From an optimization exercise on the open Yosys and OpenROAD flow, aimed at small area, a short achievable clock period and few clock cycles per item; shortcuts taken in it are not production practice.
In this exercise RTL edits were held to simulation tests only and were not proved equivalent to the original.
Power is estimated from default activity; no workload was simulated.

## design/flow/config.mk

```make
export PLATFORM = sky130hd
export DESIGN_NAME = bcta
export DESIGN_NICKNAME = bcta
export VERILOG_FILES = /design/flow/design.v
export SDC_FILE = /design/flow/constraint.sdc
export NUM_CORES = 4
export LEC_CHECK = 0
export ABC_CLOCK_PERIOD_IN_PS = 4000
export CAP_MARGIN = 20
export CORE_MARGIN = 2
export CORE_UTILIZATION = 50
export CTS_BUF_LIST = sky130_fd_sc_hd__clkbuf_4
export SETUP_SLACK_MARGIN = 5
export SLEW_MARGIN = 20
export SYNTH_HIERARCHICAL = 1
```

## design/flow/constraint.sdc

```tcl
create_clock -name core_clock -period 10.0 [get_ports {clk}]
set_input_delay 2.0000 -clock core_clock [delete_from_list [all_inputs] [get_ports {clk}]]
set_output_delay 2.0000 -clock core_clock [all_outputs]
set_load 0.01 [all_outputs]
```

## design/flow/design.v

```verilog
module bcta_rdmux(input [255:0] b, input [7:0] sel, output reg [31:0] w);
    integer j;
    always @(*) begin
        w = 32'd0;
        for (j = 0; j < 8; j = j + 1) w = w | (b[32*j +: 32] & {32{sel[j]}});
    end
endmodule
module bcta_rot(input [31:0] xin, input [4:0] s, output [31:0] xo);
    reg  [31:0] xr;
    integer r;
    always @(*) for (r = 0; r < 32; r = r + 1) xr[r] = xin[31 - r];
    wire [31:0] x1 = s[0] ? {xr[30:0], xr[31]}    : xr;
    wire [31:0] x2 = s[1] ? {x1[29:0], x1[31:30]} : x1;
    wire [31:0] x3 = s[2] ? {x2[27:0], x2[31:28]} : x2;
    wire [31:0] x4 = s[3] ? {x3[23:0], x3[31:24]} : x3;
    assign xo = s[4] ? {x4[15:0], x4[31:16]} : x4;
endmodule
module bcta_merge(input [4:0] kl, input [5:0] a, input [7:0] fa, input [3:0] fb, input clr, input rd,
                  input [31:0] we, input [31:0] wo, input [31:0] xo, input [31:0] pay,
                  output [31:0] new_e, output [31:0] new_o, output [31:0] xin);
    wire [7:0] eqh, gth;
    wire [3:0] gel, tal;
    wire [7:0] aeqh, alth;
    genvar h, l;
    generate
        for (h = 0; h < 8; h = h + 1) begin : gh
            assign eqh[h]  = (kl[4:2] == h);
            assign gth[h]  = (h > kl[4:2]);
            assign aeqh[h] = (a[4:2] == h);
            assign alth[h] = (h < a[4:2]);
        end
        for (l = 0; l < 4; l = l + 1) begin : gl
            assign gel[l] = (l >= kl[1:0]);
            assign tal[l] = (l < a[1:0]);
        end
    endgenerate
    reg  [31:0] fbe, tkl, ta;
    integer r;
    always @(*) begin
        for (r = 0; r < 32; r = r + 1) begin
            fbe[r] = fa[r/4] | (eqh[r/4] & fb[r%4]);
            tkl[r] = gth[r/4] | (eqh[r/4] & gel[r%4]);
            ta[r]  = alth[r/4] | (aeqh[r/4] & tal[r%4]);
        end
    end
    wire [31:0] inwin = a[5] ? (tkl | ta) : (tkl & ta);
    wire [31:0] w_e = fbe & inwin;
    wire [31:0] w_o = ~fbe & inwin;
    assign xin   = rd ? (w_e & we | w_o & wo) : pay;
    assign new_e = (w_e & xo | ~w_e & we) & ~{32{clr}};
    assign new_o = (w_o & xo | ~w_o & wo) & ~{32{clr}};
endmodule
module bcta_dec(input [63:0] cmd, output [10:0] cls, output t, output bad, output ill,
                output [5:0] n, output [31:0] pay);
    wire [7:0]  op  = cmd[63:56];
    wire [7:0]  mdf = cmd[55:48];
    wire [15:0] rsv = cmd[47:32];
    wire [31:0] arg = cmd[31:0];
    wire        tsel = mdf[0];
    wire rsv_zero = (rsv == 16'd0);
    wire arg_zero = (arg == 32'd0);
    wire fmt_n_ok = rsv_zero && (mdf[7:5] == 3'd0);
    wire fmt_t_ok = rsv_zero && (mdf[7:1] == 7'd0);
    wire fmt_z_ok = rsv_zero && (mdf == 8'd0);
    wire is_rd  = (op == 8'h01) && fmt_n_ok && arg_zero;
    wire is_wr  = (op == 8'h02) && fmt_n_ok;
    wire is_sk  = (op == 8'h03) && fmt_z_ok;
    wire is_pos = (op == 8'h04) && fmt_z_ok && arg_zero;
    wire is_len = (op == 8'h05) && fmt_z_ok && arg_zero;
    wire is_clr = (op == 8'h06) && fmt_z_ok && arg_zero;
    wire is_enc = (op == 8'h10) && fmt_t_ok;
    wire is_dec = (op == 8'h11) && fmt_t_ok;
    wire is_lcl = (op == 8'h12) && fmt_z_ok && arg_zero;
    wire is_lad = (op == 8'h13) && fmt_t_ok;
    wire is_lgt = (op == 8'h14) && fmt_t_ok && arg_zero;
    wire legal  = is_rd | is_wr | is_sk | is_pos | is_len | is_clr |
                  is_enc | is_dec | is_lcl | is_lad | is_lgt;
    wire hi7_zero = (arg[31:7] == 25'd0);
    wire enc_ok0  = hi7_zero && (arg[6] ^ arg[5]);
    wire enc_ok1  = (arg[31:4] == 28'd3);
    wire enc_ok   = tsel ? enc_ok1 : enc_ok0;
    wire sk_fits = (arg[31:11] == 21'd0) || (arg[31:11] == 21'h1FFFFF);
    assign cls = {is_rd, is_wr, is_sk, is_pos, is_len, is_clr, is_enc, is_dec, is_lcl, is_lad, is_lgt};
    assign t   = tsel;
    assign bad = !legal || ((is_enc || is_lad) && !enc_ok);
    assign ill = !legal;
    assign n   = {1'b0, mdf[4:0]} + 6'd1;
    assign pay = {arg[31:12], (is_sk && !sk_fits) ? {arg[31], {11{~arg[31]}}} : arg[11:0]};
endmodule
module bcta (
    input  wire        clk,
    input  wire        rst,         
    input  wire        cmd_valid,
    output wire        cmd_ready,
    input  wire [63:0] cmd,
    output wire        rsp_valid,
    input  wire        rsp_ready,
    output wire [39:0] rsp
);
    wire [10:0] cls;
    wire        t_i, bad_i, ill_i;
    wire [5:0]  n_i;
    wire [31:0] pay_i;
    bcta_dec u_dec(.cmd(cmd), .cls(cls), .t(t_i), .bad(bad_i), .ill(ill_i), .n(n_i), .pay(pay_i));
    reg        v0;
    reg        r_rd, r_wr, r_sk, r_pos, r_len, r_clr, r_enc, r_dec, r_lcl, r_lad, r_lgt;
    reg        r_t, r_bad, r_ill;
    reg [5:0]  r_n;
    reg [31:0] r_pay;
    reg [5:0]  r_a;          
    reg [255:0] bank_e, bank_o;
    reg [6:0]   len;
    reg [9:0]   cursor;
    reg [9:0]   room;        
    reg [6:0]   acc;
    reg [7:0]   oh_e, oh_o;  
    reg [7:0]   r_fa;        
    reg [3:0]   r_fb;        
    reg         nonempty, full, rp, wp;
    reg [34:0]  slot_a, slot_b;
    wire exec = v0 & ~full;
    wire pop  = nonempty & rsp_ready;
    assign cmd_ready = ~v0 | ~full;
    assign rsp_valid = nonempty;
    assign rsp       = {5'd0, rp ? slot_b : slot_a};
    wire [5:0]  n   = r_n;
    wire [4:0]  kl  = cursor[4:0];
    wire [5:0]  a   = r_a;
    wire [9:0]  e   = {cursor[9:5] + {4'd0, a[5]}, a[4:0]};      
    wire [9:0]  l8  = {len, 3'b000};
    wire        beyond = {4'd0, n} > room;                        
    wire        ovf    = cursor[9] | (&cursor[8:5] & a[5] & (a[4:0] != 5'd0));   
    wire [6:0]  wr_len = beyond ? e[9:3] + {6'd0, e[2:0] != 3'd0} : len;
    wire        ok      = exec & ~r_bad;
    wire        clr_all = rst | (ok & r_clr);
    wire        wr_do   = ok & r_wr & ~ovf;
    wire [31:0] we, wo, xo, xin, new_e, new_o;
    bcta_rdmux u_re(.b(bank_e), .sel(oh_e), .w(we));
    bcta_rdmux u_ro(.b(bank_o), .sel(oh_o), .w(wo));
    bcta_rot   u_rot(.xin(xin), .s(a[4:0]), .xo(xo));
    bcta_merge u_m(.kl(kl), .a(a), .fa(r_fa), .fb(r_fb), .clr(clr_all), .rd(r_rd), .we(we), .wo(wo),
                   .xo(xo), .pay(r_pay), .new_e(new_e), .new_o(new_o), .xin(xin));
    wire [5:0] i7 = {r_pay[6], r_pay[4:0]};
    wire [3:0] i5 = r_pay[3:0];
    wire [6:0] enc_code = r_t ? {2'b00, i5[0], i5[1], i5[2], i5[3], ~^i5}
                              : {i7[0], i7[1], i7[2], i7[3], i7[4], i7[5], ~^i7};
    wire hi7_zero = (r_pay[31:7] == 25'd0);
    wire dec_ok0  = hi7_zero && (^r_pay[6:0]);
    wire dec_ok1  = hi7_zero && (r_pay[6:5] == 2'd0) && (^r_pay[4:0]);
    wire [7:0] dec_char = r_t ? (dec_ok1 ? {4'h3, r_pay[1], r_pay[2], r_pay[3], r_pay[4]} : 8'h7E)
                              : (dec_ok0 ? (8'h20 + {2'b00, r_pay[1], r_pay[2], r_pay[3], r_pay[4], r_pay[5], r_pay[6]}) : 8'h7E);
    wire [6:0] lrc_word = r_t ? {2'b00, acc[4:1], ^acc[4:1]} : {acc[6:1], ^acc[6:1]};
    wire [11:0] sk_d = r_pay[11:0];
    wire signed [12:0] sk_sum = $signed({3'd0, cursor}) + $signed({sk_d[11], sk_d});
    wire signed [12:0] rm_sum = $signed({3'd0, room}) - $signed({sk_d[11], sk_d});
    wire sk_lo = sk_sum[12];
    wire sk_hi = rm_sum[12];
    wire [9:0] sk_cur  = sk_lo ? 10'd0 : sk_hi ? l8    : sk_sum[9:0];
    wire [9:0] sk_room = sk_lo ? l8    : sk_hi ? 10'd0 : rm_sum[9:0];
    reg [9:0] cur_n, room_n;
    always @(*) begin
        cur_n  = cursor;
        room_n = room;
        if (ok) begin
            if (r_rd && !beyond) begin
                cur_n  = e;
                room_n = room - {4'd0, n};
            end
            if (r_wr && !ovf) begin
                cur_n  = e;
                room_n = beyond ? {7'd0, -e[2:0]} : room - {4'd0, n};
            end
            if (r_sk) begin
                cur_n  = sk_cur;
                room_n = sk_room;
            end
            if (r_clr) begin
                cur_n  = 10'd0;
                room_n = 10'd0;
            end
        end
    end
    reg [7:0] oh_e_n, oh_o_n;
    integer j, k;
    always @(*) begin
        for (j = 0; j < 8; j = j + 1) begin
            oh_e_n[j] = (cur_n[9:5] == 2 * j) || (cur_n[9:5] == 2 * j - 1);
            oh_o_n[j] = (cur_n[9:5] == 2 * j) || (cur_n[9:5] == 2 * j + 1);
        end
    end
    reg [7:0] fa_n;
    reg [3:0] fb_n;
    always @(*) begin
        for (j = 0; j < 8; j = j + 1)
            fa_n[j] = cur_n[5] ? (j < cur_n[4:2]) : (j > cur_n[4:2]);
        for (j = 0; j < 4; j = j + 1)
            fb_n[j] = cur_n[5] ? (j < cur_n[1:0]) : (j >= cur_n[1:0]);
    end
    wire [5:0] n_nx   = cmd_ready ? n_i : r_n;
    wire       sk_go  = ok & r_sk;
    wire [4:0] base_e = (ok & r_clr) ? 5'd0 :
                        (ok & ((r_rd & ~beyond) | (r_wr & ~ovf))) ? a[4:0] : kl;
    wire [5:0] a_e    = {1'b0, base_e} + n_nx;
    wire [5:0] a_s    = {1'b0, sk_sum[4:0]} + n_nx;
    wire [5:0] a_h    = {1'b0, l8[4:0]} + n_nx;
    wire [5:0] a_nx   = rst   ? n_nx :
                        !sk_go ? a_e :
                        sk_lo ? n_nx : sk_hi ? a_h : a_s;
    wire rd_ok = ok & r_rd & ~beyond;
    reg [2:0]  st;
    reg [31:0] oth;
    always @(*) begin
        st  = 3'd0;
        oth = 32'd0;
        if (r_bad)              st = r_ill ? 3'd4 : 3'd2;
        else if (r_rd & beyond) st = 3'd1;
        else if (r_wr & ovf)    st = 3'd3;
        if (!r_bad) begin
            if (r_pos) oth = {22'd0, cursor};
            if (r_len) oth = {25'd0, len};
            if (r_enc) oth = {25'd0, enc_code};
            if (r_dec) oth = {24'd0, dec_char};
            if (r_lgt) oth = {25'd0, lrc_word};
        end
    end
    wire [31:0] dat = (xo & {32{rd_ok}}) | oth;
    always @(posedge clk) begin
        if (cmd_ready) begin
            {r_rd, r_wr, r_sk, r_pos, r_len, r_clr, r_enc, r_dec, r_lcl, r_lad, r_lgt} <= cls;
            r_bad <= bad_i;
            r_pay <= pay_i;
        end
        if (cmd_ready) begin
            r_t <= t_i;
            r_ill <= ill_i;
            r_n <= n_i;
        end
        r_a <= a_nx;
    end
    always @(posedge clk) begin
        for (k = 0; k < 8; k = k + 1) begin
            if (clr_all || (wr_do && oh_e[k])) bank_e[32*k +: 32] <= new_e;
            if (clr_all || (wr_do && oh_o[k])) bank_o[32*k +: 32] <= new_o;
        end
    end
    always @(posedge clk) begin
        if (rst) begin
            v0 <= 1'b0; nonempty <= 1'b0; full <= 1'b0; rp <= 1'b0; wp <= 1'b0;
            len <= 7'd0; cursor <= 10'd0; room <= 10'd0; oh_e <= 8'd1; oh_o <= 8'd1; acc <= 7'd0;
            r_fa <= 8'hFE; r_fb <= 4'hF;
        end else begin
            if (cmd_ready) v0 <= cmd_valid;
            cursor <= cur_n;
            room   <= room_n;
            oh_e   <= oh_e_n;
            oh_o   <= oh_o_n;
            r_fa   <= fa_n;
            r_fb   <= fb_n;
            if (ok) begin
                if (r_wr && !ovf) len <= wr_len;
                if (r_clr)        len <= 7'd0;
                if (r_lcl) acc <= 7'd0;
                if (r_lad) acc <= acc ^ enc_code;
            end
            if (exec) wp <= ~wp;
            if (pop)  rp <= ~rp;
            if (exec && !pop) begin
                nonempty <= 1'b1;
                full     <= nonempty;
            end else if (pop && !exec) begin
                nonempty <= full;
                full     <= 1'b0;
            end
        end
    end
    always @(posedge clk) begin
        if (exec && !wp) slot_a <= {st, dat};
        if (exec &&  wp) slot_b <= {st, dat};
    end
endmodule
```

## design/flow/run.sh

```bash
#!/bin/bash
# synth_recipe.tcl (not shown) runs the flow's synth.tcl, then flattens the netlist and writes it again
# the make line also repeats each setting of config.mk as NAME=value (left out here)
make -C /OpenROAD-flow-scripts/flow DESIGN_CONFIG=/design/flow/config.mk WORK_HOME=/design/flow/orfs CLKGATE_MAP_FILE= SYNTH_SCRIPT=/design/flow/synth_recipe.tcl finish
```

==> results of run 1 <==
==> worst paths after layout <==
path         slack, ns     from          to  depth (start not counted)
max reg2reg       5.08     r_rd  bank_e[87]                          9
max               5.08     r_rd  bank_e[87]                          9
min               0.52  room[0]     room[0]                          2
min reg2reg       0.52  room[0]     room[0]                          2
==> sequential cells by signal, indices dropped and copies added, names as in the netlist, 7 cells and up <==
register	count
bank_e	256
oh_e	8
r_pay	32
r_fa	8
cursor	10
bank_o	256
oh_o	8
len	7
slot_b	35
slot_a	35
room	10
==> per-stage QoR <==
stage / power (uW) / setup WS (ns) / utilization (%) / instances
3_5_place_dp: 4430 / 3.58 / 52.5 / 3610
2_1_floorplan: 4070 / 5.66 / - / 2706
3_3_place_gp: 4410 / 3.84 / 52.5 / 3610
4_1_cts: 6810 / 5.03 / 55.7 / 3917
5_1_grt: 7030 / 5.01 / 55.8 / 3921
6_report: 6780 / 5.08 / 55.8 / 3921
==> layout make-up <==
| cell class | count | area, um2 | area share [%] |
|---|---|---|---|
| clock buffers | 245 | 1840 | 4.73 |
| inverters | 61 | 233 | 0.599 |
| well taps | 940 | 1180 | 3.03 |
| multi-input cells | 1735 | 13300 | 34.2 |
| clock inverters | 62 | 355 | 0.915 |
| repair buffers | 169 | 1540 | 3.95 |
| flip-flops and latches | 706 | 20400 | 52.6 |
| diodes | 3 | 7.51 | 0.0193 |
==> per-module statistics from Yosys, one instance, submodules excluded <==
module	cell area [um2]	cells inside	flops+latches
bcta	25700	1503	706
bcta_dec	981	148	0
bcta_merge	3800	567	0
bcta_rdmux	1320	184	0
bcta_rot	1950	116	0
==> power by group through the flow <==
stage               combinational [uW]  clock (uW)  sequential (uW)
finish                             857        2380             3540
global route                       886        2590             3550
CTS                                832        2430             3540
detailed placement                 829           0             3600
global placement                   818           0             3590
floorplan                          502           0             3570
==> cells by family (layout without fill, tap and decap cells) <==
kind of cell,Yosys count,after routing,synth area share [%]
buffers and inverters,265,537,4.07
multiplexers,243,243,9.58
AO/OA/AOI/OAI,684,684,14.3
AND/OR/NAND/NOR,683,683,10.0
XOR/XNOR,52,52,1.30
other,1,8,0.0107
adder cells (fa/ha/maj),68,68,2.45
flip-flops,706,706,58.3
==> what timing repair did <==
item                       CTS  global route
setup endpoints to repair  276           266
buffers inserted             0             1
gates resized for setup      4             9
pin swaps                    0             1
==> routing by layer <==
metal | vias to the layer above | track usage (%) | part of all wire (%)
met3 | 264 | 6.83 | 9.6
met2 | 1443 | 46.5 | 44
li1 | 11100 | - | -
met5 | - | 0 | 0.011
met1 | 12900 | 44.1 | 42
met4 | 2 | 14.7 | 4.7
==> cells in the mapped netlist, drive strengths merged, types with 22 or more instances <==
cell / n
a211oi: 28
a21o: 31
a21oi: 91
a22oi: 278
and2: 44
buf: 143
clkbuf: 61
dfxtp: 78
edfxtp: 628
ha: 46
inv: 60
mux2: 87
mux2i: 92
mux4: 64
nand2: 211
nand3: 26
nand4: 84
nor2: 119
nor2b: 41
nor3: 42
nor4: 22
o21ai: 51
xnor2: 37
==> worst register-to-register path, stage by stage (launching register included) <==
cell	delay, ns
edfxtp_1	0.33
buf_4	0.45
inv_1	0.55
buf_4	0.36
o41ai_1	0.92
mux4_2	0.49
mux4_2	0.27
mux2_2	0.32
nand3b_1	0.11
a21oi_1	0.75
==> out/metrics.yaml, run 1 <==
outcome:
  status: "no timing/DRC/antenna violations"
placed_design:
  gp_congestion: 0.948
  placed_area_mm2: 0.0366
  dp_hpwl_um: 74400
  numPortBuffers: 104
timing:
  whs_ns: 0.521
  report.final.slew_viol_count: 0
  rsz0062_at_grt: "no"
  fmax_mhz: 203
  skew_ns: 0.0789
  period_share_pct: 49.2
  setup_violations: 0
  maxSlewHeadroom_pct: 22.2
  worst_pin_slew_ns: 1.15
  finalHoldViolCount: 0
  setup_tns_ns: 0
  period_minus_slack_ns: 4.92
final_layout:
  drive_gt1_share_pct: 18.7
  fin_area_mm2: 0.0389
  final_common_cell: "edfxtp_1"
  fillers: 5866
  layout_common_cells: "edfxtp_1, a22oi_1, clkbuf_4, nand2_1, nor2_1"
  area_delta_synth_final_pct: 10.9
  fin_nets: 2973
yosys:
  avgSynthCellArea_um2: 13.0
  synthArstFlopShare_pct: 0
  synth_cells: 2702
  synth_area_leaders: "edfxtp_1, a22oi_1, dfxtp_1"
  synthFlopType: "edfxtp_1"
  synth_cell_types: 107
  synth_seq_cells: 706
  synth.cell_area_mm2: 0.0350
  yosysTopAreaCell: "edfxtp_1"
  post-synth-top-area-fraction_pct: 53.8
  ys_seq_area_share_pct: 58.3
  synth_edf_count: 628
  ys_warn_count: 10
run:
  max_cap_viol_count: 0
critical_path:
  startpoint_type: "flop"
  critical_path.slowest_cell: "o41ai_1"
  cp.arrival_ns: 5.59
  end_kind: "flop"
  path_class: "reg2reg"
  worst-path-max-fanout: 36
  crit_family: "compound AO/OA/AOI/OAI gates"
  slowest_delay_ns: 0.92
  worstPathCellList: "buf_4 > inv_1 > buf_4 > o41ai_1 > mux4_2 > mux4_2 > mux2_2 > nand3b_1 > a21oi_1"
  critPathBufInv: 3
  cp_data_required_time_ns: 10.68
drt:
  dr.pass1.iters: 6
  drc: 0
  drtAntennaViolNets: 0
  viasPerCell: 6.57
  drtIter0Drc: 3066
  drt_wl_total_um: 113000
  routedWlPerCell_um: 28.9
  routed-via-count: 25800
power_and_ir_drop:
  max-vdd-ir-drop_mv: 0.112
  p_sw_uw: 1800
  power_leakage_uw: 0.0138
  combPwrFrac_pct: 12.6
  power_density_mw_per_mm2: 174
  seqPwrFrac_pct: 52.2
  switching_share_pct: 26.6
  clkPwrFrac_pct: 35.1
  intPower_uw: 4970
clock_tree:
  numCtsBuffers: 180
  clock-root-buffer: "clkbuf_4"
  clk_pin_slew_ns: 0.07
  worstSkewPairLatency_ns: 1.06
  ctsHoldBuffers: 0
  clkSinkCount: 706
  clockBufferDepth: 3
  htreeDepth: 4
  cts_tree: "done"
floorplan:
  core_mm2: 0.0697
  rows: 97
  start_util_pct: 50.3
  io_pins: 110
  die_h_um: 269
  die_area_mm2: 0.0722
  chipWidth_um: 269
global_route:
  grt_use_total_pct: 31.3
  grt_pass1_wl_um: 163000
  grt_antenna_before_repair: 6
  grt_pass1_vias: 24200
  overflow: 0
  grt_max_degree: 64
hold_path:
  min_path_type: "reg2reg"
Testbench counts, summed over its fixed seeds: cycles 15,421, items 15,405.
==> run 2: changes to the inputs <==
--- a/design/flow/design.v
+++ b/design/flow/design.v
@@ -109,4 +109,5 @@
     reg [31:0] r_pay;
     reg [5:0]  r_a;          
+    reg        clr_pend;     
     reg [255:0] bank_e, bank_o;
     reg [6:0]   len;
@@ -133,5 +134,5 @@
     wire [6:0]  wr_len = beyond ? e[9:3] + {6'd0, e[2:0] != 3'd0} : len;
     wire        ok      = exec & ~r_bad;
-    wire        clr_all = rst | (ok & r_clr);
+    wire        clr_all = clr_pend | (ok & r_clr);    
     wire        wr_do   = ok & r_wr & ~ovf;
     wire [31:0] we, wo, xo, xin, new_e, new_o;
@@ -245,4 +246,5 @@
     end
     always @(posedge clk) begin
+        clr_pend <= rst;
         if (rst) begin
             v0 <= 1'b0; nonempty <= 1'b0; full <= 1'b0; rp <= 1'b0; wp <= 1'b0;
==> out/metrics.yaml, run 2 <==
floorplan:
  core_mm2: 0.0698
  chipWidth_um: 269
  die_h_um: 269
  io_pins: 110
  start_util_pct: 50.3
  die_area_mm2: 0.0724
  rows: 97
yosys:
  ys_seq_area_share_pct: 58.2
  yosysMostFrequentCell: "edfxtp_1"
  synth_seq_cells: 707
  yosysTopAreaCell: "edfxtp_1"
  synthAdderAreaFrac_pct: 2.44
  synth_top_family_by_area: "compound AO/OA/AOI/OAI gates"
  synth-xor-area-share_pct: 1.43
  synthArstFlopShare_pct: 0
  synth_area_leaders: "edfxtp_1, a22oi_1, dfxtp_1"
  synth_edf_count: 628
  synth_cell_types: 121
  yosys.area_share.simple_pct: 9.68
  post-synth-top-area-fraction_pct: 53.7
  synth_compound_area_share_pct: 14.6
  synth_cells: 2690
  yosys-mux-area-fraction_pct: 9.53
  synthFlopType: "edfxtp_1"
  synth_common_cells: "edfxtp_1, a22oi_1, nand2_1"
  avgSynthCellArea_um2: 13.1
  ys_warn_count: 10
  synth.cell_area_mm2: 0.0351
critical_path:
  end_kind: "flop"
  slowest_delay_ns: 0.94
  worstPathCellList: "buf_4 > clkinv_1 > and2_1 > o41ai_1 > mux4_2 > mux4_2 > mux2_2 > nand2_1 > mux2i_1"
  worst-path-max-fanout: 42
  cp_data_required_time_ns: 10.63
  r2r_cells: 9
  cp_common_cell: "mux4_2"
  startpoint_type: "flop"
  r2r_end: "bank_e[250]"
  r2r-start: "r_a[5]"
  r2r_setup_slack_ns: 5.06
  path_class: "reg2reg"
  cp.arrival_ns: 5.57
  critical_path.slowest_cell: "o41ai_1"
final_layout:
  final_util_pct: 55.8
  layout_common_cells: "edfxtp_1, a22oi_1, clkbuf_4, nand2_1, nor2_1"
  final_cells: 3917
  fin_area_mm2: 0.0390
  final_common_cell: "edfxtp_1"
  drive_gt1_share_pct: 19.1
  fin_nets: 2960
  largest_registers: "bank_e (256), bank_o (256)"
  area_delta_synth_final_pct: 11.0
placed_design:
  post-place-cells: 3598
  numPortBuffers: 104
  placed_area_mm2: 0.0367
  dp_hpwl_um: 76000
  gp_congestion: 0.973
timing:
  setup_tns_ns: 0
  whs_ns: 0.504
  period_share_pct: 49.4
  maxSlewHeadroom_pct: 24.1
  report.final.slew_viol_count: 0
  worst_pin_slew_ns: 1.11
  skew_ns: 0.0534
  fmax_mhz: 202
  rsz0062_at_grt: "yes"
  finalHoldViolCount: 0
  period_minus_slack_ns: 4.94
  setup_violations: 0
clock_tree:
  ctsHoldBuffers: 0
  clock-root-buffer: "clkbuf_4"
  cts_resized: 0
  worstSkewPairLatency_ns: 1.01
  clkSinkCount: 707
  clockBufferDepth: 3
  cts_setup_buffers: 0
  clk_pin_slew_ns: 0.06
  cts_tree: "done"
  numCtsBuffers: 180
  htreeDepth: 4
power_and_ir_drop:
  combPwrFrac_pct: 12.2
  max-vdd-ir-drop_mv: 0.119
  p_sw_uw: 1770
  seqPwrFrac_pct: 52.0
  switching_share_pct: 26.0
  intPower_uw: 5050
  power_density_mw_per_mm2: 175
  power_leakage_uw: 0.0139
  clkPwrFrac_pct: 35.8
drt:
  routedWlPerCell_um: 28.8
  drtIter0Drc: 2959
  viasPerCell: 6.54
  routed-via-count: 25600
  dr.pass1.iters: 5
  drc: 0
  drtAntennaViolNets: 0
  drt_wl_total_um: 113000
outcome:
  status: "no timing/DRC/antenna violations"
global_route:
  grt_pass1_vias: 24300
  grt_antenna_before_repair: 4
  grt_max_degree: 64
  grt_use_total_pct: 31.3
  grt_pass1_wl_um: 164000
  overflow: 0
hold_path:
  holdPathEnd: "room[9]"
  min_path_type: "reg2reg"
  min_from: "room[9]"
  hold_depth: 2
run:
  max_cap_viol_count: 0
## run 2: cell types whose count changed after synthesis, moves of 6 or more
cell and delta:
inv_1 +6, nor3b_1 -6, o21ai_0 +6, o211ai_1 -6, and2_1 -6, nor2_1 -9
## run 2: kinds of logic (layout without fill, tap and decap cells)
logic type      count (synthesis)  count (layout)
simple gates                  659             659
flops                         707             707
other cells                     1              10
fa+ha+maj                      68              68
compound gates                688             688
mux                           242             242
buf+inv                       271             549
xor+xnor                       54              54
## run 2: per-module statistics from Yosys (local to each module, per instance)
module	times used	cells inside
bcta	1	1491
bcta_dec	1	148
bcta_merge	1	567
bcta_rdmux	2	184
bcta_rot	1	116
## run 2: how the worst max path moves through the flow
stage	startpoint	end	slack [ns]	depth (start not counted)
5_1_grt	r_a[1]	r_a[5]	4.99	19
4_1_cts	r_a[5]	bank_e[227]	5.14	9
6_report	r_a[5]	bank_e[250]	5.06	9
2_1_floorplan	cmd[48]	r_a[5]	5.86	12
3_3_place_gp	cmd[19]	r_bad	4.79	6
3_5_place_dp	cmd[48]	r_a[5]	4.80	13
## run 2: final cells by class
cell class | instances | area (um2)
fill | 5828 | 30800
sequential | 707 | 20400
multi-input combinational | 1716 | 13300
clock buffer | 261 | 1960
timing repair buffer | 168 | 1520
tap | 940 | 1180
clock inverter | 53 | 329
inverter | 67 | 251
antenna | 5 | 12.5
## run 2: power groups by stage
stage / Combinational (uW) / Sequential, uW / Clock [uW]
global route: 869 / 3560 / 2660
detailed placement: 813 / 3610 / 0
CTS: 817 / 3550 / 2510
floorplan: 507 / 3580 / 0
finish: 832 / 3550 / 2450
global placement: 801 / 3600 / 0
## run 2: per-layer routing
layer | routed length (um) | vias up | global-route usage [%]
met5 | 0 | - | 0.0676
li1 | - | 11100 | -
met2 | 51500 | 1425 | 47.4
met4 | 4760 | 0 | 14.6
met3 | 10800 | 266 | 6.98
met1 | 45900 | 12800 | 43.2
## run 2: per-stage QoR
stage | total power (uW) | worst slack (ns)
floorplan | 4090 | 5.86
global placement | 4400 | 4.79
detailed placement | 4420 | 4.80
CTS | 6870 | 5.14
global route | 7090 | 4.99
finish | 6830 | 5.06
## run 2: worst max-delay path: cells and delay by family (launching register included)
kind,cells,cell delay [ns]
flip-flops,1,0.32
AND/OR/NAND/NOR,2,0.45
multiplexers,4,1.84
buffers and inverters,2,0.99
AO/OA/AOI/OAI,1,0.94
Testbench counts of run 2, summed over its fixed seeds: cycles 15,421, items 15,405.
==> run 3: changes to the inputs <==
--- a/design/flow/design.v
+++ b/design/flow/design.v
@@ -86,5 +86,5 @@
     assign ill = !legal;
     assign n   = {1'b0, mdf[4:0]} + 6'd1;
-    assign pay = {arg[31:12], (is_sk && !sk_fits) ? {arg[31], {11{~arg[31]}}} : arg[11:0]};
+    assign pay = {arg[31:12], (op == 8'h03 && !sk_fits) ? {arg[31], {11{~arg[31]}}} : arg[11:0]};
 endmodule
 module bcta (
@@ -198,14 +198,15 @@
             fb_n[j] = cur_n[5] ? (j < cur_n[1:0]) : (j >= cur_n[1:0]);
     end
-    wire [5:0] n_nx   = cmd_ready ? n_i : r_n;
+    wire [4:0] m_nx   = cmd_ready ? cmd[52:48] : r_n[4:0] - 5'd1;
     wire       sk_go  = ok & r_sk;
     wire [4:0] base_e = (ok & r_clr) ? 5'd0 :
                         (ok & ((r_rd & ~beyond) | (r_wr & ~ovf))) ? a[4:0] : kl;
-    wire [5:0] a_e    = {1'b0, base_e} + n_nx;
-    wire [5:0] a_s    = {1'b0, sk_sum[4:0]} + n_nx;
-    wire [5:0] a_h    = {1'b0, l8[4:0]} + n_nx;
+    wire [6:0] a_e    = {1'b0, base_e, 1'b1} + {1'b0, m_nx, 1'b1};
+    wire [6:0] a_s    = {1'b0, sk_sum[4:0], 1'b1} + {1'b0, m_nx, 1'b1};
+    wire [6:0] a_h    = {1'b0, l8[4:0], 1'b1} + {1'b0, m_nx, 1'b1};
+    wire [5:0] n_nx   = {1'b0, m_nx} + 6'd1;
     wire [5:0] a_nx   = rst   ? n_nx :
-                        !sk_go ? a_e :
-                        sk_lo ? n_nx : sk_hi ? a_h : a_s;
+                        !sk_go ? a_e[6:1] :
+                        sk_lo ? n_nx : sk_hi ? a_h[6:1] : a_s[6:1];
     wire rd_ok = ok & r_rd & ~beyond;
     reg [2:0]  st;
==> out/metrics.yaml, run 3 <==
hold_path:
  min_path_type: "reg2reg"
drt:
  drtIter0Drc: 2777
  drt_wl_total_um: 115000
  drtAntennaViolNets: 0
  routedWlPerCell_um: 29.2
  routed-via-count: 25600
  dr.pass1.iters: 6
  viasPerCell: 6.49
  drc: 0
final_layout:
  drive_gt1_share_pct: 19.9
  final_util_pct: 56.0
  area_delta_synth_final_pct: 10.9
  multi_input_area_mm2: 0.0135
  largest_registers: "bank_e (256), bank_o (256)"
  fillers: 5895
  final_common_cell: "edfxtp_1"
  layout_common_cells: "edfxtp_1, clkbuf_4, a22oi_1, nand2_1, nor2_1"
  fin_nets: 2976
  regArea_mm2: 0.0205
yosys:
  synth_area_leaders: "edfxtp_1, a22oi_1, dfxtp_1"
  synthArstFlopShare_pct: 0
  synthFlopType: "edfxtp_1"
  synth_common_cells: "edfxtp_1, a22oi_1, nand2_1"
  synth_cells: 2714
  synth_edf_count: 634
  synth_cell_types: 121
  post-synth-top-area-fraction_pct: 53.8
  synth-xor-area-share_pct: 1.47
  ys_seq_area_share_pct: 57.9
  yosysTopAreaCell: "edfxtp_1"
  synth_seq_cells: 707
  yosysMostFrequentCell: "edfxtp_1"
  yosys-mux-area-fraction_pct: 9.00
  synth_compound_area_share_pct: 15.1
  ys_warn_count: 10
  synth.cell_area_mm2: 0.0354
  avgSynthCellArea_um2: 13.0
  yosys.area_share.simple_pct: 9.83
  synthAdderAreaFrac_pct: 2.50
  synth_top_family_by_area: "compound AO/OA/AOI/OAI gates"
clock_tree:
  clockBufferDepth: 3
  htreeDepth: 4
  cts_tree: "done"
  worstSkewPairLatency_ns: 1.05
  ctsHoldBuffers: 0
  clk_pin_slew_ns: 0.07
  clkSinkCount: 707
  numCtsBuffers: 176
  clock-root-buffer: "clkbuf_4"
timing:
  fmax_mhz: 203
  worst_pin_slew_ns: 1.08
  finalHoldViolCount: 0
  setup_tns_ns: 0
  skew_ns: 0.0667
  period_share_pct: 49.3
  period_minus_slack_ns: 4.93
  setup_violations: 0
  report.final.slew_viol_count: 0
  maxSlewHeadroom_pct: 26.1
  rsz0062_at_grt: "no"
power_and_ir_drop:
  power_density_mw_per_mm2: 176
  power_leakage_uw: 0.0139
  max-vdd-ir-drop_mv: 0.156
  clkPwrFrac_pct: 35.7
  combPwrFrac_pct: 12.6
  intPower_uw: 5090
  switching_share_pct: 26.4
  seqPwrFrac_pct: 51.7
  p_sw_uw: 1820
critical_path:
  end_kind: "flop"
  slowest_delay_ns: 0.66
  path_class: "reg2reg"
  worstPathCellList: "buf_4 > nand3_1 > a211oi_1 > o21ba_2 > o2bb2ai_1 > mux4_2 > mux4_2 > mux2_2 > or4b_1 > a21oi_1"
  critical_path.slowest_cell: "buf_4"
  worst-path-max-fanout: 67
  critPathBufInv: 1
  cp_data_required_time_ns: 10.70
  cp.arrival_ns: 5.63
  crit_family: "compound AO/OA/AOI/OAI gates"
  startpoint_type: "flop"
  cp_common_cell: "mux4_2"
floorplan:
  start_util_pct: 50.5
  die_h_um: 270
  io_pins: 110
  die_area_mm2: 0.0729
  rows: 97
  core_mm2: 0.0700
  chipWidth_um: 270
run:
  max_cap_viol_count: 0
global_route:
  grt_antenna_before_repair: 5
  overflow: 0
  grt_max_degree: 68
  grt_pass1_vias: 24700
  grt_pass1_wl_um: 167000
  grt_use_total_pct: 31.3
placed_design:
  gp_congestion: 0.977
  dp_hpwl_um: 77800
  numPortBuffers: 104
outcome:
  status: "no timing/DRC/antenna violations"
-- run 3: what timing repair did --
action / 4_1_cts / 5_1_grt
resized for setup: 0 / 6
setup buffers: 0 / 0
endpoints found under the setup margin: 0 / 110
-- run 3: per-module statistics from Yosys, one instance, submodules excluded --
module / flip-flops and latches / cells
bcta: 707 / 1517
bcta_dec: 0 / 137
bcta_rot: 0 / 116
bcta_merge: 0 / 576
bcta_rdmux: 0 / 184
-- run 3: area by class of cell --
class | count | area share, %
diodes | 4 | 0.0255
clock buffers | 270 | 5.17
clock inverters | 50 | 0.756
inverters | 51 | 0.497
multi-input cells | 1747 | 34.3
flip-flops and latches | 707 | 52.3
well taps | 940 | 3.00
repair buffers | 170 | 3.97
-- run 3: layer usage --
metal	share of wire [%]	GRT usage [%]	vias to the layer above
met5	0.023	0	-
met1	40	42.5	12800
li1	-	-	11200
met2	45	47.8	1378
met4	4.2	13.5	4
met3	9.9	7.80	227
-- run 3: power by group through the flow --
stage / registers, uW / logic (uW) / clock network [uW]
after floorplan: 3600 / 527 / 0
after global placement: 3620 / 834 / 0
after detailed placement: 3640 / 844 / 0
after CTS: 3570 / 847 / 2530
after global routing: 3590 / 905 / 2680
final: 3570 / 869 / 2470
-- run 3: final timing paths --
check | from | cells past startpoint | end | slack [ns]
worst max-delay path | r_a[2] | 10 | bank_e[3] | 5.07
worst min-delay path | room[0] | 1 | room[0] | 0.50
worst max register to register | r_a[2] | 10 | bank_e[3] | 5.07
worst min register to register | room[0] | 1 | room[0] | 0.50
-- run 3: kinds of logic (layout without fill, tap and decap cells) --
| kind of cell | count (synthesis) | after routing |
|---|---|---|
| multiplexers | 226 | 226 |
| buffers and inverters | 264 | 541 |
| flip-flops | 707 | 707 |
| adder cells (fa/ha/maj) | 70 | 70 |
| XOR/XNOR | 58 | 58 |
| other | 1 | 9 |
| AND/OR/NAND/NOR | 671 | 671 |
| AO/OA/AOI/OAI | 717 | 717 |
-- run 3: worst reg2reg max path: cells and delay by family, from the launching register on --
| family | cells | cell delay, ns |
|---|---|---|
| compound gates | 4 | 1.85 |
| mux | 3 | 0.99 |
| simple gates | 2 | 0.75 |
| buf+inv | 1 | 0.66 |
| flops | 1 | 0.31 |
-- run 3: stage by stage --
| stage | hold slack (ns) | setup slack, ns | cells | power (uW) | instance area, um2 |
|---|---|---|---|---|---|
| floorplan | 0.449 | 6.09 | 2718 | 4120 | 35400 |
| global placement | 0.464 | 5.02 | 3612 | 4460 | 36800 |
| detailed placement | 0.481 | 5.09 | 3613 | 4480 | 36800 |
| CTS | 0.502 | 5.00 | 3933 | 6950 | 39200 |
| global route | 0.519 | 5.01 | 3939 | 7180 | 39200 |
| finish | 0.497 | 5.07 | 3939 | 6910 | 39200 |
Testbench counts of run 3, summed over its fixed seeds: cycles 15,421, items 15,405.
==> run 4: changes to the inputs <==
==> design/flow/flow/run.sh (new file) <==
#!/bin/bash
set -euo pipefail
bash standard.sh SETUP_SLACK_MARGIN=5.6 finish > standard.log 2>&1
==> design/flow/standard.sh (new file) <==
#!/bin/bash
# synth_recipe.tcl (not shown) runs the flow's synth.tcl, then flattens the netlist and writes it again
# the make line also repeats each setting of config.mk as NAME=value (left out here)
make -C /OpenROAD-flow-scripts/flow DESIGN_CONFIG=/design/flow/config.mk WORK_HOME=/design/flow/orfs CLKGATE_MAP_FILE= SYNTH_SCRIPT=/design/flow/synth_recipe.tcl "${@:-finish}"
--- a/design/flow/config.mk
+++ b/design/flow/config.mk
@@ -6,10 +6,8 @@
 export NUM_CORES = 4
 export LEC_CHECK = 0
-export ABC_CLOCK_PERIOD_IN_PS = 4000
 export CAP_MARGIN = 20
 export CORE_MARGIN = 2
 export CORE_UTILIZATION = 50
 export CTS_BUF_LIST = sky130_fd_sc_hd__clkbuf_4
-export SETUP_SLACK_MARGIN = 5
 export SLEW_MARGIN = 20
 export SYNTH_HIERARCHICAL = 1
removed: design/flow/run.sh
==> out/metrics.yaml, run 4 <==
outcome:
  status: "no timing/DRC/antenna violations"
timing:
  setup_tns_ns: 0
  finalHoldViolCount: 0
  maxSlewHeadroom_pct: 31.5
  period_share_pct: 43.6
  setup_violations: 0
  finalWorstSetupSlack_ns: 5.64
  skew_ns: 0.0691
  rsz0062_at_grt: "yes"
  period_minus_slack_ns: 4.36
  fmax_mhz: 229
  worst_pin_slew_ns: 1.03
  report.final.slew_viol_count: 0
critical_path:
  cp.arrival_ns: 5.13
  cp_data_required_time_ns: 10.76
  critical_path.slowest_cell: "o31ai_1"
  path_class: "reg2reg"
  end_kind: "flop"
  worstPathCellList: "buf_4 > a22oi_1 > nand4_1 > mux2i_1 > o31ai_1 > mux4_2 > mux4_2 > mux2_2 > or4b_1 > a21oi_2"
  crit_family: "compound AO/OA/AOI/OAI gates"
  worst-path-max-fanout: 33
  cp_common_cell: "mux4_2"
  startpoint_type: "flop"
  r2r_setup_slack_ns: 5.64
  critPathBufInv: 1
  slowest_delay_ns: 0.67
floorplan:
  start_util_pct: 50.5
  rows: 97
  core_mm2: 0.0700
  chipWidth_um: 270
  die_area_mm2: 0.0729
  die_h_um: 270
  io_pins: 110
drt:
  drc: 0
  drtIter0Drc: 2894
  routedWlPerCell_um: 29.2
  drt_wl_total_um: 116000
  viasPerCell: 6.54
  dr.pass1.iters: 7
  drtAntennaViolNets: 0
  routed-via-count: 25900
global_route:
  grt_use_total_pct: 31.3
  grt_antenna_before_repair: 6
  grt_pass1_vias: 24900
  overflow: 0
  grt_pass1_wl_um: 167000
  grt_max_degree: 68
final_layout:
  final_common_cell: "edfxtp_1"
  fin_nets: 2998
  multi_input_area_mm2: 0.0137
  fillers: 5865
  final_cells: 3963
  regArea_mm2: 0.0205
  area_delta_synth_final_pct: 12.3
  largest_registers: "bank_e (256), bank_o (256)"
  fin_area_mm2: 0.0397
  drive_gt1_share_pct: 22.0
  layout_common_cells: "edfxtp_1, clkbuf_4, a22oi_1, nand2_1, nor2_1"
power_and_ir_drop:
  power_density_mw_per_mm2: 174
  power_leakage_uw: 0.0141
  max-vdd-ir-drop_mv: 0.155
  p_total_uw: 6920
clock_tree:
  clockBufferDepth: 3
  clkSinkCount: 707
  numCtsBuffers: 176
  clk_pin_slew_ns: 0.07
  worstSkewPairLatency_ns: 1.06
  htreeDepth: 4
  clock-root-buffer: "clkbuf_4"
  cts_tree: "done"
yosys:
  synth_area_leaders: "edfxtp_1, a22oi_1, dfxtp_1"
  ys_warn_count: 10
  post-synth-top-area-fraction_pct: 53.8
  synth_edf_count: 634
  synth_cell_types: 121
  synthFlopType: "edfxtp_1"
  avgSynthCellArea_um2: 13.0
  yosysTopAreaCell: "edfxtp_1"
  synth_seq_cells: 707
  ys_seq_area_share_pct: 57.9
  yosysMostFrequentCell: "edfxtp_1"
  synthArstFlopShare_pct: 0
  synth_common_cells: "edfxtp_1, a22oi_1, nand2_1"
  synth.cell_area_mm2: 0.0354
  synth_cells: 2714
placed_design:
  numPortBuffers: 104
  placed_area_mm2: 0.0368
  gp_congestion: 0.977
  post-place-cells: 3613
  dp_slack_ns: 5.09
  dp_hpwl_um: 77800
hold_path:
  min_path_type: "reg2reg"
run:
  max_cap_viol_count: 0
==> run 4: timing repair <==
action	in CTS	in global routing
setup buffers	5	17
resized for setup	84	41
hold buffers	0	0
gates cloned	1	0
setup endpoints to repair	577	332
pin swaps	1	5
==> run 4: logic make-up (layout without fill, tap and decap cells) <==
group                      count (synthesis)  in the layout  synth area share [%]
muxes                                    226            226                  9.00
DFF                                      707            707                  57.9
buffers and inverters                    264            563                  4.16
adders and majority gates                 70             70                  2.50
AOI/OAI and AO/OA                        717            717                  15.1
other                                      1             11                0.0106
and+or+nand+nor                          671            671                  9.83
xor gates and xnor gates                  58             58                  1.47
==> run 4: modules after synthesis (local to each module, per instance) <==
module / flops+latches / cells
bcta: 707 / 1517
bcta_merge: 0 / 576
bcta_rot: 0 / 116
bcta_rdmux: 0 / 184
bcta_dec: 0 / 137
==> run 4: final timing paths <==
check	start	endpoint	depth (start not counted)
setup / recovery	oh_o[0]	bank_e[3]	10
hold / removal	room[0]	room[0]	1
setup reg to reg	oh_o[0]	bank_e[3]	10
hold reg to reg	room[0]	room[0]	1
==> run 4: through the flow <==
step / hold slack [ns] / util (%)
after detailed placement: 0.481 / 52.6
final: 0.494 / 56.7
after CTS: 0.502 / 56.2
after floorplan: 0.449 / -
after global placement: 0.464 / 52.6
after global routing: 0.519 / 56.7
==> run 4: power breakdown <==
group | internal (uW) | switching, uW
Clock | 1290 | 1180
Sequential | 3490 | 82.2
Combinational | 315 | 569
Total | 5090 | 1830
==> run 4: layout make-up <==
type	count	share of cell area (%)
clock inverters	50	0.747
repair buffers	192	4.55
multi-input cells	1747	34.4
well taps	940	2.96
clock buffers	270	5.10
inverters	51	0.495
flip-flops and latches	707	51.7
diodes	6	0.0378
==> run 4: routing by layer <==
metal / wire (um) / global-route usage, %
met3: 11500 / 7.22
met4: 4660 / 13.3
met1: 46800 / 42.8
met2: 52800 / 48.2
met5: 13 / 0
==> run 5: changes to the inputs <==
==> design/flow/flow/run.sh (replaced) <==
#!/bin/bash
set -euo pipefail
bash standard.sh SETUP_SLACK_MARGIN=6.0 finish > standard.log 2>&1
==> out/metrics.yaml, run 5 <==
outcome:
  status: "no timing/DRC/antenna violations"
drt:
  drt_wl_total_um: 121000
  routed-via-count: 26400
  drtIter0Drc: 2832
  drc: 0
  drtAntennaViolNets: 0
  routedWlPerCell_um: 30.1
  viasPerCell: 6.58
  dr.pass1.iters: 5
floorplan:
  start_util_pct: 50.5
  die_area_mm2: 0.0729
  io_pins: 110
  core_mm2: 0.0700
  rows: 97
  die_h_um: 270
  chipWidth_um: 270
yosys:
  synth_seq_cells: 707
  synth_common_cells: "edfxtp_1, a22oi_1, nand2_1"
  post-synth-top-area-fraction_pct: 53.8
  yosysTopAreaCell: "edfxtp_1"
  yosysMostFrequentCell: "edfxtp_1"
  synth_cells: 2714
  ys_warn_count: 10
  synthArstFlopShare_pct: 0
  synth.cell_area_mm2: 0.0354
  ys_seq_area_share_pct: 57.9
  avgSynthCellArea_um2: 13.0
  synth_area_leaders: "edfxtp_1, a22oi_1, dfxtp_1"
  synth_edf_count: 634
  synthFlopType: "edfxtp_1"
  synth_cell_types: 121
critical_path:
  cp_data_required_time_ns: 8.00
  slowest_delay_ns: 0.42
  crit_family: "flip-flops"
  path_depth: 4
  r2r-start: "oh_e[0]"
  r2r_cells: 11
  critical_path.slowest_cell: "dfxtp_4"
  cp.arrival_ns: 2.14
  cp_common_cell: "buf_12"
  r2r_end: "bank_o[85]"
  path_class: "reg2out"
  startpoint_type: "flop"
  end_kind: "output port"
  worst-path-max-fanout: 6
  worstPathCellList: "buf_12 > buf_12 > mux2_4 > buf_6"
  critPathBufInv: 3
  r2r_setup_slack_ns: 5.90
global_route:
  grt_pass1_wl_um: 171000
  grt_max_degree: 68
  grt_antenna_before_repair: 3
  grt_pass1_vias: 25400
  overflow: 0
  grt_use_total_pct: 31.9
clock_tree:
  htreeDepth: 4
  ctsHoldBuffers: 0
  clockBufferDepth: 3
  clk_pin_slew_ns: 0.07
  cts_tree: "done"
  clock-root-buffer: "clkbuf_4"
  numCtsBuffers: 176
  clkSinkCount: 707
  worstSkewPairLatency_ns: 1.05
timing:
  finalHoldViolCount: 0
  period_share_pct: 41.4
  skew_ns: 0.0665
  maxSlewHeadroom_pct: 31.2
  setup_tns_ns: 0
  report.final.slew_viol_count: 0
  fmax_mhz: 242
  rsz0062_at_grt: "yes"
  period_minus_slack_ns: 4.14
  setup_violations: 0
  worst_pin_slew_ns: 1.03
placed_design:
  gp_congestion: 0.977
  placed_area_mm2: 0.0368
  dp_hpwl_um: 77800
  numPortBuffers: 104
power_and_ir_drop:
  power_leakage_uw: 0.0147
  max-vdd-ir-drop_mv: 0.153
  power_density_mw_per_mm2: 169
final_layout:
  fin_nets: 3052
  drive_gt1_share_pct: 27.5
  fillers: 5673
  fin_area_mm2: 0.0416
  area_delta_synth_final_pct: 17.7
  layout_common_cells: "edfxtp_1, clkbuf_4, a22oi_1, nand2_1, nor2_1"
  largest_registers: "bank_e (256), bank_o (256)"
  final_common_cell: "edfxtp_1"
hold_path:
  holdPathEnd: "room[0]"
  min_path_type: "reg2reg"
  hold_depth: 1
  min_from: "room[0]"
run:
  max_cap_viol_count: 0
run 5: cell counts after synthesis:
Identical to the previous run, type by type.
run 5: per-stage QoR:
stage | hold slack [ns] | power (uW) | cells | utilization (%) | setup slack [ns]
after floorplan | 0.449 | 4120 | 2718 | - | 6.09
after global placement | 0.464 | 4460 | 3612 | 52.6 | 5.02
after detailed placement | 0.481 | 4480 | 3613 | 52.6 | 5.09
after CTS | 0.502 | 7010 | 3975 | 58.0 | 5.72
after global routing | 0.541 | 7280 | 4013 | 59.5 | 5.78
final | 0.519 | 7020 | 4013 | 59.5 | 5.86
run 5: worst register-to-register path, cell delays in order, from the launching register on:
cell	delay, ns
dfxtp_1	0.33
buf_12	0.19
a22oi_1	0.22
nand4_1	0.31
mux2_4	0.38
a32o_2	0.35
mux4_2	0.56
mux4_2	0.50
mux2_4	0.34
nand4_1	0.14
o32a_1	0.15
o211ai_1	0.27
run 5: where the power goes:
part           internal [uW]  switching (uW)
logic                    370             611
clock network           1290            1190
registers               3490            80.7
total                   5150            1880
run 5: cells by family after synthesis:
kind of cell | Yosys count | share of synthesized area, %
multiplexers | 226 | 9.00
buffers and inverters | 264 | 4.16
adder cells (fa/ha/maj) | 70 | 2.50
AO/OA/AOI/OAI | 717 | 15.1
other | 1 | 0.0106
AND/OR/NAND/NOR | 671 | 9.83
XOR/XNOR | 58 | 1.47
flip-flops | 707 | 57.9
run 5: per-module statistics from Yosys (local to each module, per instance):
module | cells inside | flops+latches
bcta_merge | 576 | 0
bcta_rdmux | 184 | 0
bcta_dec | 137 | 0
bcta_rot | 116 | 0
bcta | 1517 | 707
run 5: worst max-delay path by stage:
stage          endpoint  startpoint  slack (ns)
2_1_floorplan    r_a[5]     cmd[49]        6.09
3_3_place_gp     r_a[4]     cmd[48]        5.02
3_5_place_dp     r_a[5]     cmd[49]        5.09
4_1_cts          rsp[7]          rp        5.72
5_1_grt         rsp[24]          rp        5.78
6_report        rsp[19]          rp        5.86
run 5: final cells by class:
cell class	instances	area (um2)	share of cell area [%]
Antenna cell	2	5.00	0.0120
Clock buffer	270	2030	4.87
Clock inverter	50	297	0.712
Inverter	51	205	0.493
Multi-Input combinational cell	1747	14500	34.7
Sequential cell	707	20600	49.3
Tap cell	940	1180	2.82
Timing Repair Buffer	246	2930	7.05
run 5: layer usage:
layer | track usage [%] | part of all wire, % | wire length, um | vias to the layer above
li1 | - | - | - | 11300
met1 | 43.3 | 40 | 48000 | 13300
met2 | 49.3 | 46 | 55100 | 1522
met3 | 7.52 | 10 | 12400 | 257
met4 | 13.7 | 4.2 | 5100 | 4
met5 | 0 | 0.095 | 115 | -
run 5: what timing repair did:
item | CTS | global route
setup buffers | 36 | 26
pin swaps | 20 | 22
setup endpoints to repair | 747 | 500
cloned | 6 | 9
resized for setup | 378 | 135
==> run 6: changes to the inputs <==
--- a/design/flow/design.v
+++ b/design/flow/design.v
@@ -16,36 +16,24 @@
     assign xo = s[4] ? {x4[15:0], x4[31:16]} : x4;
 endmodule
-module bcta_merge(input [4:0] kl, input [5:0] a, input [7:0] fa, input [3:0] fb, input clr, input rd,
+module bcta_merge(input [4:0] kl, input [5:0] a, input q0odd, input clr, input rd,
                   input [31:0] we, input [31:0] wo, input [31:0] xo, input [31:0] pay,
                   output [31:0] new_e, output [31:0] new_o, output [31:0] xin);
-    wire [7:0] eqh, gth;
-    wire [3:0] gel, tal;
-    wire [7:0] aeqh, alth;
-    genvar h, l;
-    generate
-        for (h = 0; h < 8; h = h + 1) begin : gh
-            assign eqh[h]  = (kl[4:2] == h);
-            assign gth[h]  = (h > kl[4:2]);
-            assign aeqh[h] = (a[4:2] == h);
-            assign alth[h] = (h < a[4:2]);
-        end
-        for (l = 0; l < 4; l = l + 1) begin : gl
-            assign gel[l] = (l >= kl[1:0]);
-            assign tal[l] = (l < a[1:0]);
-        end
-    endgenerate
-    reg  [31:0] fbe, tkl, ta;
+    wire [4:0] lb_e = q0odd ? 5'd0 : kl;
+    wire [4:0] lb_o = q0odd ? kl : 5'd0;
+    wire [5:0] ub_f = a[5] ? 6'd32 : a;
+    wire [5:0] ub_s = a[5] ? {1'b0, a[4:0]} : 6'd0;
+    wire [5:0] ub_e = q0odd ? ub_s : ub_f;
+    wire [5:0] ub_o = q0odd ? ub_f : ub_s;
+    reg [31:0] w_e, w_o;
     integer r;
     always @(*) begin
         for (r = 0; r < 32; r = r + 1) begin
-            fbe[r] = fa[r/4] | (eqh[r/4] & fb[r%4]);
-            tkl[r] = gth[r/4] | (eqh[r/4] & gel[r%4]);
-            ta[r]  = alth[r/4] | (aeqh[r/4] & tal[r%4]);
-        end
-    end
-    wire [31:0] inwin = a[5] ? (tkl | ta) : (tkl & ta);
-    wire [31:0] w_e = fbe & inwin;
-    wire [31:0] w_o = ~fbe & inwin;
-    assign xin   = rd ? (w_e & we | w_o & wo) : pay;
+            w_e[r] = (r >= lb_e) && (r < ub_e);
+            w_o[r] = (r >= lb_o) && (r < ub_o);
+        end
+    end
+    wire [31:0] g_e = w_e & {32{rd}};
+    wire [31:0] g_o = w_o & {32{rd}};
+    assign xin   = g_e & we | g_o & wo | {32{~rd}} & pay;
     assign new_e = (w_e & xo | ~w_e & we) & ~{32{clr}};
     assign new_o = (w_o & xo | ~w_o & wo) & ~{32{clr}};
@@ -116,6 +104,4 @@
     reg [6:0]   acc;
     reg [7:0]   oh_e, oh_o;  
-    reg [7:0]   r_fa;        
-    reg [3:0]   r_fb;        
     reg         nonempty, full, rp, wp;
     reg [34:0]  slot_a, slot_b;
@@ -140,5 +126,5 @@
     bcta_rdmux u_ro(.b(bank_o), .sel(oh_o), .w(wo));
     bcta_rot   u_rot(.xin(xin), .s(a[4:0]), .xo(xo));
-    bcta_merge u_m(.kl(kl), .a(a), .fa(r_fa), .fb(r_fb), .clr(clr_all), .rd(r_rd), .we(we), .wo(wo),
+    bcta_merge u_m(.kl(kl), .a(a), .q0odd(cursor[5]), .clr(clr_all), .rd(r_rd), .we(we), .wo(wo),
                    .xo(xo), .pay(r_pay), .new_e(new_e), .new_o(new_o), .xin(xin));
     wire [5:0] i7 = {r_pay[6], r_pay[4:0]};
@@ -190,12 +176,4 @@
         end
     end
-    reg [7:0] fa_n;
-    reg [3:0] fb_n;
-    always @(*) begin
-        for (j = 0; j < 8; j = j + 1)
-            fa_n[j] = cur_n[5] ? (j < cur_n[4:2]) : (j > cur_n[4:2]);
-        for (j = 0; j < 4; j = j + 1)
-            fb_n[j] = cur_n[5] ? (j < cur_n[1:0]) : (j >= cur_n[1:0]);
-    end
     wire [4:0] m_nx   = cmd_ready ? cmd[52:48] : r_n[4:0] - 5'd1;
     wire       sk_go  = ok & r_sk;
@@ -251,5 +229,4 @@
             v0 <= 1'b0; nonempty <= 1'b0; full <= 1'b0; rp <= 1'b0; wp <= 1'b0;
             len <= 7'd0; cursor <= 10'd0; room <= 10'd0; oh_e <= 8'd1; oh_o <= 8'd1; acc <= 7'd0;
-            r_fa <= 8'hFE; r_fb <= 4'hF;
         end else begin
             if (cmd_ready) v0 <= cmd_valid;
@@ -258,6 +235,4 @@
             oh_e   <= oh_e_n;
             oh_o   <= oh_o_n;
-            r_fa   <= fa_n;
-            r_fb   <= fb_n;
             if (ok) begin
                 if (r_wr && !ovf) len <= wr_len;
==> design/flow/flow/run.sh (replaced) <==
#!/bin/bash
set -euo pipefail
bash standard.sh SETUP_SLACK_MARGIN=5.9 'BUFFER_PORTS_ARGS=-buffer_cell sky130_fd_sc_hd__buf_2' finish > standard.log 2>&1
--- a/design/flow/config.mk
+++ b/design/flow/config.mk
@@ -9,5 +9,7 @@
 export CORE_MARGIN = 2
 export CORE_UTILIZATION = 50
-export CTS_BUF_LIST = sky130_fd_sc_hd__clkbuf_4
+export CTS_BUF_LIST = sky130_fd_sc_hd__clkbuf_8
+export CTS_CLUSTER_DIAMETER = 45
+export CTS_CLUSTER_SIZE = 16
 export SLEW_MARGIN = 20
 export SYNTH_HIERARCHICAL = 1
==> out/metrics.yaml, run 6 <==
timing:
  period_share_pct: 42.0
  fmax_mhz: 238
  setup_tns_ns: 0
  period_minus_slack_ns: 4.20
  skew_ns: 0.0517
  report.final.slew_viol_count: 0
  setup_violations: 0
  whs_ns: 0.470
  worst_pin_slew_ns: 1.06
  rsz0062_at_grt: "yes"
  finalHoldViolCount: 0
  maxSlewHeadroom_pct: 29.4
power_and_ir_drop:
  clkPwrFrac_pct: 32.8
  power_leakage_uw: 0.0135
  seqPwrFrac_pct: 52.6
  max-vdd-ir-drop_mv: 0.111
  power_density_mw_per_mm2: 173
  p_sw_uw: 1820
  switching_share_pct: 27.4
  combPwrFrac_pct: 14.6
  intPower_uw: 4830
global_route:
  grt_pass1_vias: 23400
  grt_antenna_before_repair: 1
  grt_max_degree: 64
  grt_use_total_pct: 31.8
  overflow: 0
  grt_pass1_wl_um: 163000
clock_tree:
  clkSinkCount: 695
  worstSkewPairLatency_ns: 0.72
  htreeDepth: 3
  clk_pin_slew_ns: 0.10
  clock-root-buffer: "clkbuf_8"
  clockBufferDepth: 3
  numCtsBuffers: 79
  cts_tree: "done"
drt:
  routedWlPerCell_um: 31.4
  dr.pass1.iters: 6
  drt_wl_total_um: 113000
  drtAntennaViolNets: 0
  drc: 0
  routed-via-count: 24600
  drtIter0Drc: 3404
  viasPerCell: 6.81
yosys:
  synth_common_cells: "edfxtp_1, a22oi_1, nor2_1"
  ys_seq_area_share_pct: 59.4
  synth_seq_cells: 695
  synth_area_leaders: "edfxtp_1, a22oi_1, mux4_2"
  avgSynthCellArea_um2: 13.2
  post-synth-top-area-fraction_pct: 55.9
  synthFlopType: "edfxtp_1"
  synth.cell_area_mm2: 0.0341
  synth_cells: 2583
  synth_edf_count: 634
  synthArstFlopShare_pct: 0
  yosysTopAreaCell: "edfxtp_1"
  yosysMostFrequentCell: "edfxtp_1"
  ys_warn_count: 10
  synth_cell_types: 113
final_layout:
  fillers: 5470
  fin_nets: 2789
  layout_common_cells: "edfxtp_1, a22oi_1, nor2_1, buf_2, nand2_1"
  regArea_mm2: 0.0203
  fin_area_mm2: 0.0384
  drive_gt1_share_pct: 24.6
  largest_registers: "bank_e (256), bank_o (256)"
  area_delta_synth_final_pct: 12.6
  multi_input_area_mm2: 0.0135
  final_common_cell: "edfxtp_1"
floorplan:
  core_mm2: 0.0673
  die_h_um: 265
  start_util_pct: 50.7
  die_area_mm2: 0.0703
  chipWidth_um: 265
  rows: 95
  io_pins: 110
placed_design:
  dp_hpwl_um: 74000
  gp_congestion: 1.02
  placed_area_mm2: 0.0350
  numPortBuffers: 104
hold_path:
  min_path_type: "reg2reg"
  min_from: "room[0]"
outcome:
  status: "no timing/DRC/antenna violations"
critical_path:
  cp_data_required_time_ns: 10.38
  end_kind: "flop"
  startpoint: "cursor[5]"
  startpoint_type: "flop"
  r2r-start: "cursor[5]"
  path_class: "reg2reg"
  cp.arrival_ns: 4.58
  worst-path-max-fanout: 14
run:
  max_cap_viol_count: 0
[run 6: changes by cell type after synthesis, sizes merged, moves of 14 or more]
cell    delta
o31ai     -14
a221oi    +21
a21oi     -33
buf       -19
nand3     +20
nand2     -99
nor2     +120
nor2b     -22
[run 6: Yosys stat by module, one instance, submodules excluded]
module,area (um2),cells inside,times used,flip-flops and latches
bcta_merge,3080,504,1,0
bcta_rdmux,1320,184,2,0
bcta,25500,1458,1,695
bcta_rot,1950,116,1,0
bcta_dec,948,137,1,0
[run 6: final cells by class]
type / count / area share (%)
inverter: 53 / 0.528
antenna: 1 / 0.00652
timing repair inverter: 1 / 0.0196
timing repair buffer: 189 / 3.81
multi-input combinational: 1647 / 35.2
sequential: 695 / 52.8
clock buffer: 82 / 2.94
tap: 873 / 2.85
clock inverter: 66 / 1.82
[run 6: cell families after synthesis]
kind of cell | after synthesis | synth area share (%)
AOI/OAI and AO/OA | 660 | 14.3
xor gates and xnor gates | 60 | 1.63
adders and majority gates | 57 | 2.19
buffers and inverters | 246 | 3.95
DFF | 695 | 59.4
muxes | 220 | 9.14
other | 1 | 0.0110
and+or+nand+nor | 644 | 9.37
[run 6: worst paths after layout]
| kind | slack [ns] | to | cells after the start |
|---|---|---|---|
| setup / recovery | 5.80 | bank_o[116] | 11 |
| hold / removal | 0.47 | room[0] | 2 |
| setup reg to reg | 5.80 | bank_o[116] | 11 |
| hold reg to reg | 0.47 | room[0] | 2 |
[run 6: critical path: stages, from the launching register on]
cell and delay, ns:
dfxtp_2 0.43, buf_12 0.21, xor2_4 0.22, nand3_2 0.15, o221a_2 0.37, a221oi_4 0.35, nor2_1 0.19, mux4_2 0.61
mux4_2 0.54, mux2_2 0.36, mux2i_2 0.23, nor2_2 0.15
[run 6: power by group through the flow]
stage / combinational (uW) / sequential, uW / clock, uW
global route: 1000 / 3510 / 2330
finish: 972 / 3490 / 2180
global placement: 790 / 3550 / 0
CTS: 885 / 3490 / 2220
floorplan: 503 / 3530 / 0
detailed placement: 800 / 3560 / 0
[run 6: per-stage QoR]
stage | power [uW] | utilization [%] | setup WS [ns] | cells
2_1_floorplan | 4030 | - | 6.10 | 2587
3_3_place_gp | 4340 | 52.0 | 4.95 | 3424
3_5_place_dp | 4360 | 52.0 | 5.04 | 3424
4_1_cts | 6590 | 56.2 | 5.87 | 3594
5_1_grt | 6850 | 57.1 | 5.78 | 3607
6_report | 6650 | 57.1 | 5.80 | 3607
[run 6: timing repair]
item | 4_1_cts | 5_1_grt
hold buffers | 0 | 0
endpoints found under the hold margin | 0 | 0
cloned | 6 | 1
resized for setup | 170 | 103
pin swaps | 10 | 15
buffers inserted | 16 | 10
setup endpoints to repair | 750 | 600
[run 6: routing by layer]
metal	vias to the layer above	share of wire (%)	track usage [%]
met3	224	11	7.16
met4	0	3.5	10.8
met5	-	0	0
li1	10400	-	-
met1	12400	41	45.2
met2	1515	45	48.5
Testbench counts of run 6, summed over its fixed seeds: cycles 15,421, items 15,405.

port drivers added, routing unchanged:
The results above use ideal ports. As a check the final layouts listed here were re-extracted and re-timed, cells and wires unchanged. Step 1: set_driving_cell puts a clkbuf_16 on clk and a buf_2 on each other input, an assumption about the parent block. Step 2 also shifts input and output timing later by t, the mid clock arrival at the registers, as if the neighbouring blocks saw the same clock. a / b / c = ideal ports / drivers / drivers and shift; a / b = the first two.
run | shift t [ns] | slack for setup (ns) | worst setup path at the end | pins driven straight from the clock port
run 1 | 1.079 | 5.085 / 5.085 / 4.251 | input to register | 1
run 2 | 1.048 | 5.057 / 5.057 / 4.821 | input to register | 1
run 3 | 1.087 | 5.068 / 5.068 / 5.063 | input to register | 1
run 4 | 1.089 | 5.636 / 5.611 / 5.065 | input to register | 1
run 5 | 1.089 | 5.861 / 5.793 / 5.078 | input to register | 1
run 6 | 0.758 | 5.796 / 5.796 / 5.509 | input to register | 1
After both steps setup and hold are still met in every run listed. The setup slack of run 1, which loses most, moves by 0.000 ns with the drivers and by -0.834 ns with both steps.
